Context: an optimization exercise on an open-source flow, tuned for small area, a short achievable clock period and few clock cycles. The choices shown serve that exercise and are no tape-out recipe. In this exercise RTL edits were held to simulation tests only and were not proved equivalent to the original. Power and IR drop assume default switching activity.

Design dshot_tdec, start of the top module:
module dshot_tdec (
    input  wire        clk,
    input  wire        rst,             
    input  wire        cfg_scheme,      
    input  wire [6:0]  cfg_tol,         
    input  wire        cfg_csum_inv,    
    input  wire [15:0] cfg_nom_period,  
    input  wire        in_valid,
    output wire        in_ready,
    input  wire        in_end,
    input  wire        in_level,        
    input  wire [15:0] in_high,         
    input  wire [15:0] in_len,          
    output reg         out_valid,
    output reg  [2:0]  out_status,
    output reg  [15:0] out_raw
);
Size in the first run: roughly 4800 cells after synthesis, ~83 I/O pins, about 56000 um^2 of cells after synthesis.
make LEC_CHECK=0 CAP_MARGIN=20 CORE_MARGIN=2 CORE_UTILIZATION=40 CTS_CLUSTER_DIAMETER=90 CTS_CLUSTER_SIZE=28 SLEW_MARGIN=20 finish   # period 20.0 ns
run.sh (not shown) runs the stock make flow with config.mk's settings and CLKGATE_MAP_FILE= SYNTH_SCRIPT=/design/flow/synth_recipe.tcl, a recipe that flattens the netlist after the stock synthesis.
The baseline completed with no timing, DRC or antenna violations.
Testbench counts at the start, summed over its fixed seeds: cycles 16,293.
Then changed:
CTS_CLUSTER_DIAMETER = 80   (was 90)
CTS_CLUSTER_SIZE = 25   (was 28)
The new run ran to the end with no violations.
Clock skew falls by 8.8 ps.
Utilization is higher by 0.13 points.
Total power increases slightly.
Worst setup slack gets better by 51 ps.
Routed wire length stays flat.
Via count hardly moves.
Combinational power stays flat.
Cell area barely changes.
Sequential share of layout area falls by 0.14 points.
Sequential cell count is unchanged.
Synthesized cell count stays the same.
Then changed:
CTS_CLUSTER_DIAMETER = not set   (was 80)
CTS_CLUSTER_SIZE = not set   (was 25)
=> Worst hold slack is worse by 26 ps. Count of clock-buffer cells in the layout goes up by 52. Maximum frequency hardly moves. Total power climbs by 16%. Final cell count is higher by 1.4%. Global-route usage increases by 0.32 points.


Another version of the RTL of dshot_tdec (not shown whole).
Size: ~5200 cells after synthesis, ~1000 flip-flops, ~83 I/O pins, about 59000 um^2 of cells after synthesis.
make LEC_CHECK=0 CAP_MARGIN=20 CORE_MARGIN=2 CORE_UTILIZATION=60 CTS_BUF_LIST='sky130_fd_sc_hd__clkbuf_4 sky130_fd_sc_hd__clkbuf_8' SLEW_MARGIN=20 finish   # period 20.0 ns
Testbench counts at the start, summed over its fixed seeds: cycles 16,290.
==> next run, changes <==
Settings changed: CTS_BUF_LIST sky130_fd_sc_hd__clkbuf_4 sky130_fd_sc_hd__clkbuf_8 to sky130_fd_sc_hd__clkbuf_8.
- The changed run finished clean
- clock-buffer cell count fell by 51
- critical path depth does not change
- core utilization fell by 0.19 points
- clock power fell by a few percent
- wire length hardly moves
- hold slack gets better by 0.0067 ns
- synthesized area stays the same
==> next run, changes <==
Settings changed: CORE_UTILIZATION 60 to 55, CTS_BUF_LIST sky130_fd_sc_hd__clkbuf_8 to sky130_fd_sc_hd__clkbuf_8 sky130_fd_sc_hd__clkbuf_16, CTS_CLUSTER_DIAMETER set to 50, CTS_CLUSTER_SIZE set to 20.
=> Global-route usage is lower by 2.4 points. Utilization fell by 4.8 points. Cell area rose by about 1%. Final cell count hardly moves. Count of clock-buffer cells in the layout came out lower by 70. Register-to-register slack got worse by 0.05 ns.
==> next run, changes <==
Settings changed: CORE_UTILIZATION 55 to 40, CTS_BUF_LIST sky130_fd_sc_hd__clkbuf_8 sky130_fd_sc_hd__clkbuf_16 to unset, CTS_CLUSTER_DIAMETER 50 to unset, CTS_CLUSTER_SIZE 20 to unset.
=> The new run finished clean. Core utilization went down by 17 points. Final area grows by 0.67%. Routed wire length decreases by 1.0%. Hold slack gains 0.0065 ns. Power came out lower by 1.4%. Global-route usage fell by 8.6 points. Count of clock-buffer cells in the layout went up by 38. Worst setup slack gets better by 0.29 ns. Die area grows by 37%.


## run 1
Another version of the RTL of dshot_tdec (not shown whole).
For scale: ~1000 flip-flops, ~83 I/O pins, ~0.059 mm2 of cells after synthesis.
clock: 20.0 ns
lec_check: 0
cap_margin: 20
core_margin: 2
core_utilization: 40
slew_margin: 20
Testbench counts of run 1, summed over its fixed seeds: cycles 16,293.
## Diff of input files: run 2 against run 1
diff --git a/flow/config.mk b/flow/config.mk
--- a/flow/config.mk
+++ b/flow/config.mk
@@ -9,3 +9,5 @@
 export CORE_MARGIN = 2
 export CORE_UTILIZATION = 40
+export CTS_CLUSTER_DIAMETER = 100
+export CTS_CLUSTER_SIZE = 30
 export SLEW_MARGIN = 20
Findings:
- Looking at overall fraction of global-route tracks in use, run 2 sits 0.35 points below run 1.
- Final cell count down 1.6% in run 2 wrt run 1
- Compared with run 1, run 2 shows a higher sequential share of cell area.
- Looking only at area added between synthesis and finish, and setting everything else aside, the higher value of run 1 and run 2 goes to run 1.
- As far as number of routed nets with antenna violations goes, run 2 and run 1 are indistinguishable; the numbers are identical.
The inputs of run 3 differ from those of run 2 as listed below.
diff --git a/flow/config.mk b/flow/config.mk
--- a/flow/config.mk
+++ b/flow/config.mk
@@ -8,6 +8,4 @@
 export CAP_MARGIN = 20
 export CORE_MARGIN = 2
-export CORE_UTILIZATION = 40
-export CTS_CLUSTER_DIAMETER = 100
-export CTS_CLUSTER_SIZE = 30
+export CORE_UTILIZATION = 50
 export SLEW_MARGIN = 20
Notes after the runs:
Run 3 against run 2: endpoint arrival time on the critical path moved up, global-route track usage on met3 moved up, critical path depth moved up.
Comparing the two runs side by side, run 3 comes out behind run 2 on final area.
Every run (run 2 and run 3) finished clean.
Delta (run 3 minus run 2): achievable clock frequency went down by 1.9%; number of buffers added by the clock tree synthesis step went up by 61.

## port drivers added, routing unchanged
How much do the figures lean on ideal ports? The routed layouts below were timed once more, with nothing changed but the port constraints.
Step 1 (the two cells are an assumption about what drives the block):
set clk [get_ports {clk}]
set_driving_cell -lib_cell sky130_fd_sc_hd__clkbuf_16 $clk
set_driving_cell -lib_cell sky130_fd_sc_hd__buf_2 [delete_from_list [all_inputs] $clk]
Step 2 also shifts input and output timing later by t, the mid clock arrival at the registers, as if the neighbouring blocks saw the same clock.
Slacks: no drivers / after step 1 / after step 2; pairs: no drivers / after step 1.
run | t (ns) | setup WS [ns] | hold slack, ns
the first run of note 1 | 0.754 | 14.082 / 14.082 / 14.082 | 0.415 / 0.415 / 0.415
the second run of note 1 | 0.766 | 14.133 / 14.113 / 14.133 | 0.424 / 0.424 / 0.424
the third run of note 1 | 0.794 | 14.146 / 14.099 / 14.146 | 0.398 / 0.398 / 0.398
the first run of note 2 | 0.920 | 13.898 / 13.898 / 13.898 | 0.412 / 0.412 / 0.412
the second run of note 2 | 0.920 | 13.908 / 13.908 / 13.908 | 0.418 / 0.418 / 0.418
the third run of note 2 | 0.782 | 13.859 / 13.859 / 13.859 | 0.416 / 0.416 / 0.416
the fourth run of note 2 | 0.811 | 14.150 / 14.067 / 14.143 | 0.423 / 0.423 / 0.423
run 1 | 0.809 | 14.212 / 14.134 / 13.903 | 0.407 / 0.407 / 0.407
run 2 | 0.768 | 14.254 / 14.172 / 13.969 | 0.421 / 0.421 / 0.421
run 3 | 0.783 | 14.146 / 14.146 / 14.146 | 0.358 / 0.358 / 0.358
After both steps setup and hold are still met in every run listed. The setup slack of run 1, which loses most, moves by -0.078 ns with the drivers and by -0.309 ns with both steps.
